From an optimization exercise on the open Yosys and OpenROAD flow, aimed at small area; shortcuts taken in it are not production practice.
At most, simulation tests tie the RTL to the original design; equivalence was not proved.
The clock port is modelled as an ideal driver; clocking choices that lean on that would not hold on a real chip.
Power and IR drop assume default switching activity.

==> module mwf1_rx, before the edit <==
module mwf1_rx (
    input  wire        clk,
    input  wire        rst,
    input  wire        rx_valid,
    input  wire [7:0]  rx_data,
    output wire        rx_ready,
    output wire        tx_valid,
    output wire [7:0]  tx_data,
    input  wire        tx_ready,
    output wire        pay_we,
    output wire [14:0] pay_addr,
    output wire [7:0]  pay_wdata,
    output wire        frm_valid,
    output wire [14:0] frm_len,
    input  wire        frm_ready,
    output wire [1:0]  st_phase,
    output wire [1:0]  st_rx_state
);
    localparam [14:0] MAXLEN = 15'd26937;
    localparam [1:0] PH_RECEIVE  = 2'd1;
    localparam [1:0] PH_DISPATCH = 2'd2;
    localparam [1:0] PH_ACK      = 2'd3;
    localparam [1:0] S_SEEK = 2'd0;
    localparam [1:0] S_LEN  = 2'd1;
    localparam [1:0] S_PAY  = 2'd2;
    localparam [1:0] S_CRC  = 2'd3;
    localparam [2:0] A_ERL0 = 3'b100, A_ERL1 = 3'b111, A_ERL2 = 3'b010;
    localparam [2:0] A_ERC0 = 3'b101, A_ERC1 = 3'b110, A_ERC2 = 3'b011;
    localparam [2:0] A_OK0  = 3'b000, A_OK1  = 3'b001;
    reg [1:0]  phase;
    reg [1:0]  rx_state;
    reg        win_ne;
    reg [1:0]  mm;
    reg [14:0] len_r;
    reg        len_ovf;      
    reg [14:0] pay_cnt;
    reg [31:0] crc;
    reg [15:0] tmr;
    reg        tmr_ge;       
    wire [2:0] ack = {win_ne, mm};
    wire recv   = (phase == PH_RECEIVE);
    wire rx_fire = rx_valid && recv;
    wire st_seek = (rx_state == S_SEEK);
    wire st_len  = (rx_state == S_LEN);
    wire st_pay  = (rx_state == S_PAY);
    wire st_crc  = (rx_state == S_CRC);
    wire [31:0] crc_next;
    mwf1_crc32 u_crc (.s(crc), .b(rx_data), .o(crc_next));
    wire crc_ok = (crc[31:8] == 24'h00BE26) && ((crc[7:0] ^ rx_data) == 8'hED);
    reg  [14:0] cnt_inc;
    reg         cnt_cy;
    integer     k;
    always @* begin
        cnt_cy = 1'b1;
        for (k = 0; k < 15; k = k + 1) begin
            cnt_inc[k] = pay_cnt[k] ^ cnt_cy;
            cnt_cy     = pay_cnt[k] & cnt_cy;
        end
    end
    wire        fld_last = (pay_cnt[1:0] == 2'd3);
    wire        pay_last = (cnt_inc == len_r);
    reg         len_le;
    integer     j;
    always @* begin
        len_le = 1'b1;
        for (j = 0; j < 15; j = j + 1)
            len_le = MAXLEN[j] ? (!len_r[j] || len_le) : (!len_r[j] && len_le);
    end
    wire        len_ge9  = (|len_r[14:4]) || (len_r[3] && (|len_r[2:0]));
    wire        len_ok   = !len_ovf && (rx_data == 8'd0) && len_ge9 && len_le;
    wire b_m0 = (rx_data == 8'h4D);
    wire b_m1 = (rx_data == 8'h57);
    wire b_m2 = (rx_data == 8'h46);
    wire b_m3 = (rx_data == 8'h31);
    wire magic_hit = (mm == 2'd3) && b_m3;
    reg tmr_hit;
    always @* begin
        case (rx_state)
            S_SEEK:  tmr_hit = ((tmr & 16'h0109) == 16'h0101);  
            S_PAY:   tmr_hit = ((tmr & 16'h7FBE) == 16'h6320);  
            default: tmr_hit = ((tmr & 16'h4040) == 16'h4040);  
        endcase
    end
    wire ge     = tmr_ge | tmr_hit;
    wire expire = recv && !rx_valid && ge && (!st_seek || win_ne);
    wire len_end = rx_fire && st_len && fld_last;
    wire pay_end = rx_fire && st_pay && pay_last;
    wire crc_end = rx_fire && st_crc && fld_last;
    wire tmr_clr = rx_fire && (st_seek || (st_len && fld_last) || (st_pay && pay_last));
    always @(posedge clk) begin
        if (tmr_clr) begin
            tmr    <= 16'd0;
            tmr_ge <= 1'b0;
        end else begin
            tmr    <= {tmr[14:0], ~(tmr[15] ^ tmr[12] ^ tmr[5] ^ tmr[3])};
            tmr_ge <= ge;
        end
        if (st_seek || len_end || pay_end)
            pay_cnt <= 15'd0;
        else if (rx_fire)
            pay_cnt <= cnt_inc;
        if (rx_fire && st_len) begin
            if (pay_cnt[1:0] == 2'd0) len_r[7:0] <= rx_data;
            if (pay_cnt[1:0] == 2'd1) begin
                len_r[14:8] <= rx_data[6:0];
                len_ovf     <= rx_data[7];
            end else begin
                len_ovf     <= len_ovf | (rx_data != 8'd0);
            end
        end
        if (!(st_pay || st_crc))
            crc <= 32'hFFFFFFFF;
        else if (rx_fire)
            crc <= crc_next;
        if (rst) begin
            phase    <= PH_RECEIVE;
            rx_state <= S_SEEK;
            win_ne   <= 1'b0;
            mm       <= 2'd0;
        end else begin
            if (!st_seek || expire) begin
                win_ne <= 1'b0;
                mm     <= 2'd0;
            end else if (rx_fire) begin
                win_ne <= !magic_hit;
                if (b_m0)                        mm <= 2'd1;
                else if (mm == 2'd1 && b_m1)     mm <= 2'd2;
                else if (mm == 2'd2 && b_m2)     mm <= 2'd3;
                else                             mm <= 2'd0;
            end
            case (phase)
                PH_RECEIVE: begin
                    if (rx_fire) begin
                        case (rx_state)
                            S_SEEK: if (magic_hit) rx_state <= S_LEN;
                            S_LEN: if (fld_last) begin
                                if (len_ok) begin
                                    rx_state <= S_PAY;
                                end else begin
                                    rx_state <= S_SEEK;
                                    phase    <= PH_ACK;
                                    {win_ne, mm} <= A_ERL0;
                                end
                            end
                            S_PAY: if (pay_last) rx_state <= S_CRC;
                            default: if (fld_last) begin
                                rx_state <= S_SEEK;
                                if (crc_ok) begin
                                    phase <= PH_DISPATCH;
                                end else begin
                                    phase <= PH_ACK;
                                    {win_ne, mm} <= A_ERC0;
                                end
                            end
                        endcase
                    end else if (expire) begin
                        rx_state <= S_SEEK;
                    end
                end
                PH_DISPATCH: begin
                    if (frm_ready) phase <= PH_ACK;
                end
                default: begin
                    if (tx_ready) begin
                        case (ack)
                            A_ERL0: {win_ne, mm} <= A_ERL1;
                            A_ERL1: {win_ne, mm} <= A_ERL2;
                            A_ERC0: {win_ne, mm} <= A_ERC1;
                            A_ERC1: {win_ne, mm} <= A_ERC2;
                            A_OK0:  {win_ne, mm} <= A_OK1;
                            default: begin
                                {win_ne, mm} <= 3'b000;
                                phase        <= PH_RECEIVE;
                            end
                        endcase
                    end
                end
            endcase
        end
    end
    reg [7:0] ack_byte;
    always @* begin
        case (ack)
            A_ERL0, A_ERC0: ack_byte = 8'h45;
            A_ERL1, A_ERC1: ack_byte = 8'h52;
            A_ERL2:         ack_byte = 8'h4C;
            A_ERC2:         ack_byte = 8'h43;
            A_OK0:          ack_byte = 8'h4F;
            default:        ack_byte = 8'h4B;
        endcase
    end
    assign rx_ready    = recv;
    assign tx_valid    = (phase == PH_ACK);
    assign tx_data     = ack_byte;
    assign pay_we      = rx_fire && st_pay;
    assign pay_addr    = pay_cnt;
    assign pay_wdata   = rx_data;
    assign frm_valid   = (phase == PH_DISPATCH);
    assign frm_len     = len_r;
    assign st_phase    = phase;
    assign st_rx_state = rx_state;
endmodule
clock: 5.0 ns
lec_check: 0
cap_margin: 0
core_margin: 2
core_utilization: 70
place_density: 0.85
slew_margin: 0
standard.sh (not shown) runs the stock make flow with config.mk's settings and CLKGATE_MAP_FILE= SYNTH_SCRIPT=/design/flow/synth_recipe.tcl, a recipe that flattens the netlist after the stock synthesis.
==> flow/flow/run.sh <==
#!/bin/bash
# The standard layout (standard.sh: the standard synthesis and ORFS flow),
# with these changes to how the layout is built:
#  - synthesis maps the logic with an area-oriented ABC script (two rounds of
#    mapping with relaxed delay, with a don't-care resynthesis between)
#    (flow/abc_map.script, used in place of ORFS's abc_speed.script through a
#    copy of ORFS's scripts folder in ./orfs_scripts; nothing else in the
#    copy changes, so the registers are those of the standard synthesis);
#  - the input and output port buffers use the smallest buffer cell
#    (sky130_fd_sc_hd__buf_1);
#  - the clock tree is built from clkbuf_4 buffers without dummy loads, and
#    after CTS each clock buffer whose flip-flops would see too slow a clock
#    slew is upsized to clkbuf_8 (flow/post_cts.tcl).
# standard.sh's full output is written to standard.log in this folder; ORFS
# keeps each step's log under orfs/logs/.
set -o pipefail
rm -rf orfs_scripts
cp -r "$FLOW_HOME/scripts" orfs_scripts
cp flow/abc_map.script orfs_scripts/abc_speed.script
export SCRIPTS_DIR="$PWD/orfs_scripts"
export BUFFER_PORTS_ARGS="-buffer_cell sky130_fd_sc_hd__buf_1"
export CTS_ARGS="-sink_clustering_enable -repair_clock_nets -buf_list sky130_fd_sc_hd__clkbuf_4 -dont_use_dummy_load"
export POST_CTS_TCL="$PWD/flow/post_cts.tcl"
bash standard.sh > standard.log 2>&1
==> flow/flow/abc_map.script <==
strash
&get -n
&st
&dch -f
&nf -R 1000 -p
&put
mfs2 -a
strash
&get -n
&st
&syn2
&dch -f
&nf -R 1000 -p
&put
==> flow/flow/post_cts.tcl <==
estimate_parasitics -placement
foreach inst [get_cells -hierarchical clkbuf*] {
  if {[get_property $inst ref_name] != "sky130_fd_sc_hd__clkbuf_4"} { continue }
  set out [get_pins -of_objects $inst -filter "direction==output"]
  set worst 0
  foreach pin [get_pins -of_objects [get_nets -of_objects $out] -filter "direction==input"] {
    if {[get_property $pin name] != "CLK"} { continue }
    foreach e {rise fall} {
      set s [get_property $pin slew_max_$e]
      if {$s > $worst} { set worst $s }
    }
  }
  if {$worst > 0.112} {
    puts "upsizing [get_name $inst] to clkbuf_8 (clock pin slew $worst ns)"
    replace_cell $inst sky130_fd_sc_hd__clkbuf_8
  }
}
estimate_parasitics -placement
detailed_placement
check_placement -verbose
estimate_parasitics -placement
The baseline finished with timing, DRC and antenna clean.
Rerun with:
--- a/flow/design.v
+++ b/flow/design.v
@@ -130,24 +130,24 @@
     localparam [1:0] S_LEN  = 2'd1;
     localparam [1:0] S_PAY  = 2'd2;
     localparam [1:0] S_CRC  = 2'd3;
     localparam [2:0] A_ERL0 = 3'b100, A_ERL1 = 3'b111, A_ERL2 = 3'b010;
     localparam [2:0] A_ERC0 = 3'b101, A_ERC1 = 3'b110, A_ERC2 = 3'b011;
     localparam [2:0] A_OK0  = 3'b000, A_OK1  = 3'b001;
-    reg [1:0]  phase;
+    reg        busy;
     reg [1:0]  rx_state;
     reg        win_ne;
     reg [1:0]  mm;
     reg [14:0] len_r;
     reg        len_ovf;      
     reg [14:0] pay_cnt;
     reg [31:0] crc;
     reg [15:0] tmr;
     reg        tmr_ge;       
     wire [2:0] ack = {win_ne, mm};
-    wire recv   = (phase == PH_RECEIVE);
+    wire recv   = !busy;
     wire rx_fire = rx_valid && recv;
     wire st_seek = (rx_state == S_SEEK);
     wire st_len  = (rx_state == S_LEN);
     wire st_pay  = (rx_state == S_PAY);
     wire st_crc  = (rx_state == S_CRC);
     wire [31:0] crc_next;
@@ -216,13 +216,13 @@
         end
         if (!(st_pay || st_crc))
             crc <= 32'hFFFFFFFF;
         else if (rx_fire)
             crc <= crc_next;
         if (rst) begin
-            phase    <= PH_RECEIVE;
+            busy     <= 1'b0;
             rx_state <= S_SEEK;
             win_ne   <= 1'b0;
             mm       <= 2'd0;
         end else begin
             if (!st_seek || expire) begin
                 win_ne <= 1'b0;
@@ -231,60 +231,58 @@
                 win_ne <= !magic_hit;
                 if (b_m0)                        mm <= 2'd1;
                 else if (mm == 2'd1 && b_m1)     mm <= 2'd2;
                 else if (mm == 2'd2 && b_m2)     mm <= 2'd3;
                 else                             mm <= 2'd0;
             end
-            case (phase)
-                PH_RECEIVE: begin
+            if (!busy) begin
+                begin
                     if (rx_fire) begin
                         case (rx_state)
                             S_SEEK: if (magic_hit) rx_state <= S_LEN;
                             S_LEN: if (fld_last) begin
                                 if (len_ok) begin
                                     rx_state <= S_PAY;
                                 end else begin
                                     rx_state <= S_SEEK;
-                                    phase    <= PH_ACK;
+                                    busy     <= 1'b1;
                                     {win_ne, mm} <= A_ERL0;
                                 end
                             end
                             S_PAY: if (pay_last) rx_state <= S_CRC;
                             default: if (fld_last) begin
-                                rx_state <= S_SEEK;
-                                if (crc_ok) begin
-                                    phase <= PH_DISPATCH;
-                                end else begin
-                                    phase <= PH_ACK;
+                                busy <= 1'b1;
+                                if (!crc_ok) begin
+                                    rx_state <= S_SEEK;
                                     {win_ne, mm} <= A_ERC0;
                                 end
                             end
                         endcase
                     end else if (expire) begin
                         rx_state <= S_SEEK;
                     end
                 end
-                PH_DISPATCH: begin
-                    if (frm_ready) phase <= PH_ACK;
-                end
-                default: begin
+            end else if (rx_state[0]) begin
+                if (frm_ready) rx_state <= S_SEEK;
+            end else begin
+                begin
                     if (tx_ready) begin
                         case (ack)
                             A_ERL0: {win_ne, mm} <= A_ERL1;
                             A_ERL1: {win_ne, mm} <= A_ERL2;
                             A_ERC0: {win_ne, mm} <= A_ERC1;
                             A_ERC1: {win_ne, mm} <= A_ERC2;
                             A_OK0:  {win_ne, mm} <= A_OK1;
                             default: begin
                                 {win_ne, mm} <= 3'b000;
-                                phase        <= PH_RECEIVE;
+                                busy         <= 1'b0;
                             end
                         endcase
                     end
                 end
-            endcase
+            end
         end
     end
     reg [7:0] ack_byte;
     always @* begin
         case (ack)
             A_ERL0, A_ERC0: ack_byte = 8'h45;
@@ -293,16 +291,16 @@
             A_ERC2:         ack_byte = 8'h43;
             A_OK0:          ack_byte = 8'h4F;
             default:        ack_byte = 8'h4B;
         endcase
     end
     assign rx_ready    = recv;
-    assign tx_valid    = (phase == PH_ACK);
+    assign tx_valid    = busy && !rx_state[0];
     assign tx_data     = ack_byte;
     assign pay_we      = rx_fire && st_pay;
     assign pay_addr    = pay_cnt;
     assign pay_wdata   = rx_data;
-    assign frm_valid   = (phase == PH_DISPATCH);
+    assign frm_valid   = busy && rx_state[0];
     assign frm_len     = len_r;
-    assign st_phase    = phase;
-    assign st_rx_state = rx_state;
+    assign st_phase    = {busy, !(busy && rx_state[0])};
+    assign st_rx_state = busy ? S_SEEK : rx_state;
 endmodule
Effect:
- combinational power rises by 140%
- clock power rises by about 3%
- worst hold slack is worse by 9.2 ps
- area after synthesis falls by 1.8%
- setup slack is better by 92 ps
- power rises by 24%
- count of clock-buffer cells in the layout stays the same
- synthesized cell count falls by 2.3%
- design area falls by 1.7%
- via count falls by 4.2%
- sequential share of layout area rises by 0.28 points
Function not checked in the second run of this note: the RTL went through the layout flow alone.

[static timing again, ports no longer ideal]
The flow's constraints put no driver on any port. The routed layouts listed below were extracted and timed again, unchanged, in two steps. Step 1 assumes that a clkbuf_16 drives the clock port and a buf_2 every other input. Step 2 moves the port delays by t, midway between the first and last clock arrival at a register: inputs arrive t later, outputs are due t later. That takes back most of the time a late clock gives input paths. a / b / c = ideal ports / drivers / drivers and shift; a / b = the first two.
| run | t, ns | slack for setup (ns) | worst setup path at the end | slew at the worst register clock pin (ns) | worst slew at a driven data input, ns |
|---|---|---|---|---|---|
| the first run | 0.444 | 0.470 / 0.470 / 0.470 | register to register | 0.11 / 0.11 | 0.04 |
| the second run | 0.440 | 0.562 / 0.562 / 0.562 | register to register | 0.11 / 0.11 | 0.05 |
After both steps setup and hold are still met in every run listed.
